Source: an optimization exercise on an open RTL-to-GDS flow (aim: small area, a short achievable clock period and few clock cycles per item). Production flows keep margins and buffers that such runs may drop.
The RTL was checked by simulation tests, not by an equivalence proof against the original design.
Power is estimated from default activity; no workload was simulated.

==> flow/design.v <==
module fcu_fclose (
    input  wire [63:0] a,
    input  wire [63:0] b,
    output wire [63:0] udist,
    output wire        ucls,
    output wire        fclose,
    output wire        aeq
);
    wire        sa = a[63];
    wire        sb = b[63];
    wire [10:0] ea = a[62:52];
    wire [10:0] eb = b[62:52];
    wire [51:0] fa = a[51:0];
    wire [51:0] fb = b[51:0];
    wire a_expmax = &ea;
    wire b_expmax = &eb;
    wire a_nan    = a_expmax & (|fa);
    wire b_nan    = b_expmax & (|fb);
    wire same     = (sa == sb);
    integer d, i;
    wire [63:0] ug = a & ~b;
    wire [63:0] up = ~(a ^ b);
    reg  [63:0] uG, uP;
    always @(*) begin
        uG = ug;
        uP = up;
        for (d = 0; d < 6; d = d + 1)
            for (i = 0; i < 64; i = i + 1)
                if (((i + 1) % (2 << d)) == 0) begin
                    uG[i] = uG[i] | (uP[i] & uG[i - (1 << d)]);
                    uP[i] = uP[i] & uP[i - (1 << d)];
                end
        for (d = 4; d >= 0; d = d - 1)
            for (i = 0; i < 64; i = i + 1)
                if ((((i + 1) % (2 << d)) == (1 << d)) && (i >= (2 << d))) begin
                    uG[i] = uG[i] | (uP[i] & uG[i - (1 << d)]);
                    uP[i] = uP[i] & uP[i - (1 << d)];
                end
    end
    wire [63:0] c0 = {uG[62:0], 1'b0};             
    wire [63:0] c1 = {uG[62:0] | uP[62:0], 1'b1};  
    wire        agt  = uG[63];                     
    wire        eqab = uP[63];                     
    assign udist = up ^ (agt ? c1 : ~c0);
    assign ucls  = (udist[63:3] == 61'd0) & ~(udist[2] & (|udist[1:0]));
    wire        a_nz = |ea;
    wire        b_nz = |eb;
    wire [10:0] ea1  = {ea[10:1], ea[0] | ~a_nz};
    wire [10:0] eb1  = {eb[10:1], eb[0] | ~b_nz};
    wire        a_ge = (ea >= eb);
    wire        eeq  = (ea1 == eb1);
    wire [10:0] dexp = a_ge ? (ea1 - eb1) : (eb1 - ea1);
    wire [10:0] ex1  = a_ge ? ea1 : eb1;
    wire [52:0] mx   = a_ge ? {a_nz, fa} : {b_nz, fb};
    wire [52:0] my   = a_ge ? {b_nz, fb} : {a_nz, fa};
    wire [5:0] sh = (dexp[10:6] != 5'd0) ? 6'd63 : dexp[5:0];
    reg [54:0] ysh;
    reg        st;
    integer k;
    always @(*) begin
        ysh = {my, 2'b00};
        st  = 1'b0;
        for (k = 5; k >= 0; k = k - 1)
            if (sh[k]) begin
                st  = st | (|(ysh & ~({55{1'b1}} << (1 << k))));
                ysh = ysh >> (1 << k);
            end
    end
    reg [55:0] kq;
    always @(*) begin
        kq = 56'd0;
        for (i = 0; i < 56; i = i + 1)
            if (ex1 == 11'd1025 - i) kq[i] = 1'b1;
        for (i = 0; i < 3; i = i + 1)
            if (ex1 == 11'd972 - i) kq[i] = 1'b1;
    end
    wire flip = same & eeq & (a_ge ? ~(agt | eqab) : agt);
    wire [55:0] yv = (same ^ flip) ? {1'b0, ysh} : ~{1'b0, ysh};
    wire [55:0] nx = {1'b0, mx, 2'b00} ^ {56{~flip}};
    wire [55:0] cs = yv ^ nx ^ kq;
    wire [55:0] cc = (yv & nx) | (yv & kq) | (nx & kq);
    wire [55:0] cv = {cc[54:0], 1'b1};
    wire        cin = ~same & ~st;
    reg [63:0] tG, tP;
    always @(*) begin
        tG = {8'd0, cs & cv};
        tP = {8'hFF, cs | cv};
        tG[0] = tG[0] | (tP[0] & cin);
        for (d = 0; d < 6; d = d + 1)
            for (i = 0; i < 64; i = i + 1)
                if (((i + 1) % (2 << d)) == 0) begin
                    tG[i] = tG[i] | (tP[i] & tG[i - (1 << d)]);
                    tP[i] = tP[i] & tP[i - (1 << d)];
                end
    end
    wire c56     = tG[63];
    wire s_close = cc[55] | c56;
    wire a_close = cc[55] & c56;
    wire fin = ~a_expmax & ~b_expmax;
    assign fclose = fin & (same ? ((ex1 <= 11'd970) | s_close)
                                : ((ex1 <= 11'd969) | a_close));
    assign aeq    = ~a_nan & ~b_nan & (fclose | (same & ucls));
endmodule
module fcu (
    input  wire        clk,
    input  wire        rst,
    input  wire        cmd_valid,
    output wire        cmd_ready,
    input  wire [7:0]  cmd_word,
    input  wire [63:0] cmd_data,
    output reg         rsp_valid,
    output reg  [1:0]  rsp_status,
    output wire [63:0] rsp_data
);
    localparam [3:0] OP_LDW   = 4'h1;
    localparam [3:0] OP_CPW   = 4'h2;
    localparam [3:0] OP_SIGN  = 4'h3;
    localparam [3:0] OP_EXPO  = 4'h4;
    localparam [3:0] OP_SIGF  = 4'h5;
    localparam [3:0] OP_BITS  = 4'h6;
    localparam [3:0] OP_FVAL  = 4'h7;
    localparam [3:0] OP_ISNAN = 4'h8;
    localparam [3:0] OP_FCLS  = 4'h9;
    localparam [3:0] OP_UCLS  = 4'hA;
    localparam [3:0] OP_UDIST = 4'hB;
    localparam [3:0] OP_AEQ   = 4'hC;
    localparam [3:0] OP_EQRW  = 4'hD;
    localparam [3:0] OP_EQWR  = 4'hE;
    reg [63:0] p0, p1;
    reg [1:0]  map;
    reg [1:0]  xv;
    reg [63:0] z;
    reg        busy;         
    reg        eqm;          
    assign cmd_ready = ~busy;
    assign rsp_data  = z;
    wire accept = cmd_valid & ~busy & ~rst;
    wire [3:0] op  = cmd_word[3:0];
    wire       sel = cmd_word[4];
    wire       illegal = (cmd_word[7:5] != 3'b000) | (op == 4'h0) | (op == 4'hF);
    wire       ms  = sel ? map[1] : map[0];
    wire       mt  = sel ? map[0] : map[1];
    wire       xvs = sel ? xv[1] : xv[0];
    wire       xvt = sel ? xv[0] : xv[1];
    wire       rd_s = (op >= OP_SIGN);
    wire       rd_t = (op == OP_CPW) | (op == OP_FCLS) | (op == OP_UCLS) |
                      (op == OP_UDIST) | (op == OP_AEQ);
    wire       uncons = (rd_s & ~xvs) | (rd_t & ~xvt);
    wire       ok  = ~illegal & ~uncons;
    wire       is_eq = (op == OP_EQRW) | (op == OP_EQWR);
    wire [63:0] ua = busy ? z : p0;
    wire [63:0] ub = (busy & ~eqm) ? p0 : p1;
    wire [63:0] u_dist;
    wire        u_ucls, u_fcls, u_aeq;
    fcu_fclose u_pair (
        .a      (ua),
        .b      (ub),
        .udist  (u_dist),
        .ucls   (u_ucls),
        .fclose (u_fcls),
        .aeq    (u_aeq)
    );
    wire        shared = (map[0] == map[1]);
    wire        max0   = &p0[62:52];
    wire        max1   = &p1[62:52];
    wire        nan0   = max0 & (|p0[51:0]);
    wire        nan1   = max1 & (|p1[51:0]);
    wire        pk_max = map[0] ? max1 : max0;
    wire        pk_nan = map[0] ? nan1 : nan0;
    wire        nan_s = ms ? nan1 : nan0;
    wire go   = ~busy & ok;
    wire f_s  = (op == OP_SIGN) | (op == OP_BITS) | (op == OP_FVAL);
    wire f_e  = (op == OP_EXPO) | (op == OP_BITS) | (op == OP_FVAL);
    wire f_f  = (op == OP_SIGF) | (op == OP_BITS) | (op == OP_FVAL);
    wire g_s0 = go & f_s & ~ms, g_s1 = go & f_s & ms;
    wire g_e0 = go & f_e & ~ms, g_e1 = go & f_e & ms;
    wire g_f0 = go & f_f & ~ms, g_f1 = go & f_f & ms;
    wire g_u  = go & (op == OP_UDIST) & ~shared;
    wire g_d  = go & is_eq;
    wire [63:0] sel0 = {g_s0, {11{g_e0}}, {52{g_f0}}};
    wire [63:0] sel1 = {g_s1, {11{g_e1}}, {52{g_f1}}};
    reg bit0;
    always @(*) begin
        case (op)
            OP_ISNAN: bit0 = nan_s;
            OP_FCLS:  bit0 = shared ? ~pk_max : u_fcls;
            OP_UCLS:  bit0 = shared | u_ucls;
            OP_AEQ:   bit0 = shared ? ~pk_nan : u_aeq;
            default:  bit0 = 1'b0;
        endcase
    end
    wire [63:0] znext = (sel0 & p0) | (sel1 & p1) | ({64{g_u}} & u_dist) |
                        ({64{g_d}} & cmd_data) |
                        {63'd0, busy ? u_aeq : (go & bit0)};
    wire do_ldw = accept & ok & (op == OP_LDW);
    wire do_cpw = accept & ok & (op == OP_CPW);
    wire do_eq  = accept & ok & is_eq;
    always @(posedge clk) begin
        if (do_ldw & ~mt) p1 <= cmd_data;
        if (do_ldw &  mt) p0 <= cmd_data;
    end
    always @(posedge clk) begin
        z <= znext;
        if (~busy)
            eqm <= ms;
    end
    always @(posedge clk) begin
        if (rst) begin
            xv        <= 2'b00;
            map       <= 2'b10;
            busy      <= 1'b0;
            rsp_valid <= 1'b0;
        end else begin
            busy      <= do_eq;
            rsp_valid <= busy | (accept & ~do_eq);
            if (do_ldw | do_cpw) begin
                xv[sel]  <= 1'b1;
                map[sel] <= do_ldw ? ~mt : mt;
            end
        end
    end
    always @(posedge clk) begin
        if (busy)
            rsp_status <= 2'd0;
        else
            rsp_status <= illegal ? 2'd1 : uncons ? 2'd2 : 2'd0;
    end
endmodule
clock: 28.0 ns
lec_check: 0
abc_area: 1
cap_margin: 20
core_margin: 2
core_utilization: 50
place_density: 0.7
slew_margin: 20
standard.sh (not shown) runs the stock make flow with config.mk's settings and CLKGATE_MAP_FILE= SYNTH_SCRIPT=/design/flow/synth_recipe.tcl, a recipe that flattens the netlist after the stock synthesis.
==> flow/flow/run.sh <==
#!/bin/bash
# Standard ORFS layout, with timing repair asked to leave setup margin so
# that it shortens the critical path although the 28 ns clock is met.
set -euo pipefail
export SETUP_SLACK_MARGIN=20.5
bash standard.sh > standard.log 2>&1
The first run went through all stages and came out clean.
Testbench counts at the start, summed over its fixed seeds: cycles 37,783, items 32,000.
Edit:
==> flow/flow/run.sh (replaced) <==
#!/bin/bash
# Standard ORFS layout, with timing repair asked to leave setup margin so
# that it shortens the critical path although the 28 ns clock is met.
set -euo pipefail
export SETUP_SLACK_MARGIN=21
bash standard.sh > standard.log 2>&1
Result: The changed run passed the timing, design-rule and antenna checks. Clock skew grows by 0.020 ns. Core utilization grows by 3.3 points. Power grows by a few percent. Die area does not change. Count of clock-buffer cells in the layout grows by 1.
Edit:
CORE_UTILIZATION = 65   (was 50)
PLACE_DENSITY = 0.8   (was 0.7)
Outcome:
- This time the run aborted during 5_1_grt on GRT-0116
- synthesized area is unchanged
- synthesized cell count stays the same

==> what the ideal ports hide <==
No port has a modelled driver above. Below, the same layouts with a new extraction and two added sets of constraints.
Step 1, drivers: a clkbuf_16 drives clk and a buf_2 each remaining input, both assumed.
Step 2 also shifts input and output timing later by t, the mid clock arrival at the registers, as if the neighbouring blocks saw the same clock.
Slacks: no drivers / after step 1 / after step 2; pairs: no drivers / after step 1.
run | t (ns) | slack for setup (ns) | worst setup path at the end | worst data-port slew with drivers (ns)
the first run | 0.559 | 20.537 / 20.558 / 19.999 | input to register | 0.04
the second run | 0.578 | 20.684 / 20.698 / 20.120 | input to register | 0.07
After both steps every run listed still meets setup and hold. For the second run, which loses most, drivers alone change the setup slack by +0.014 ns; drivers and shift together by -0.564 ns.
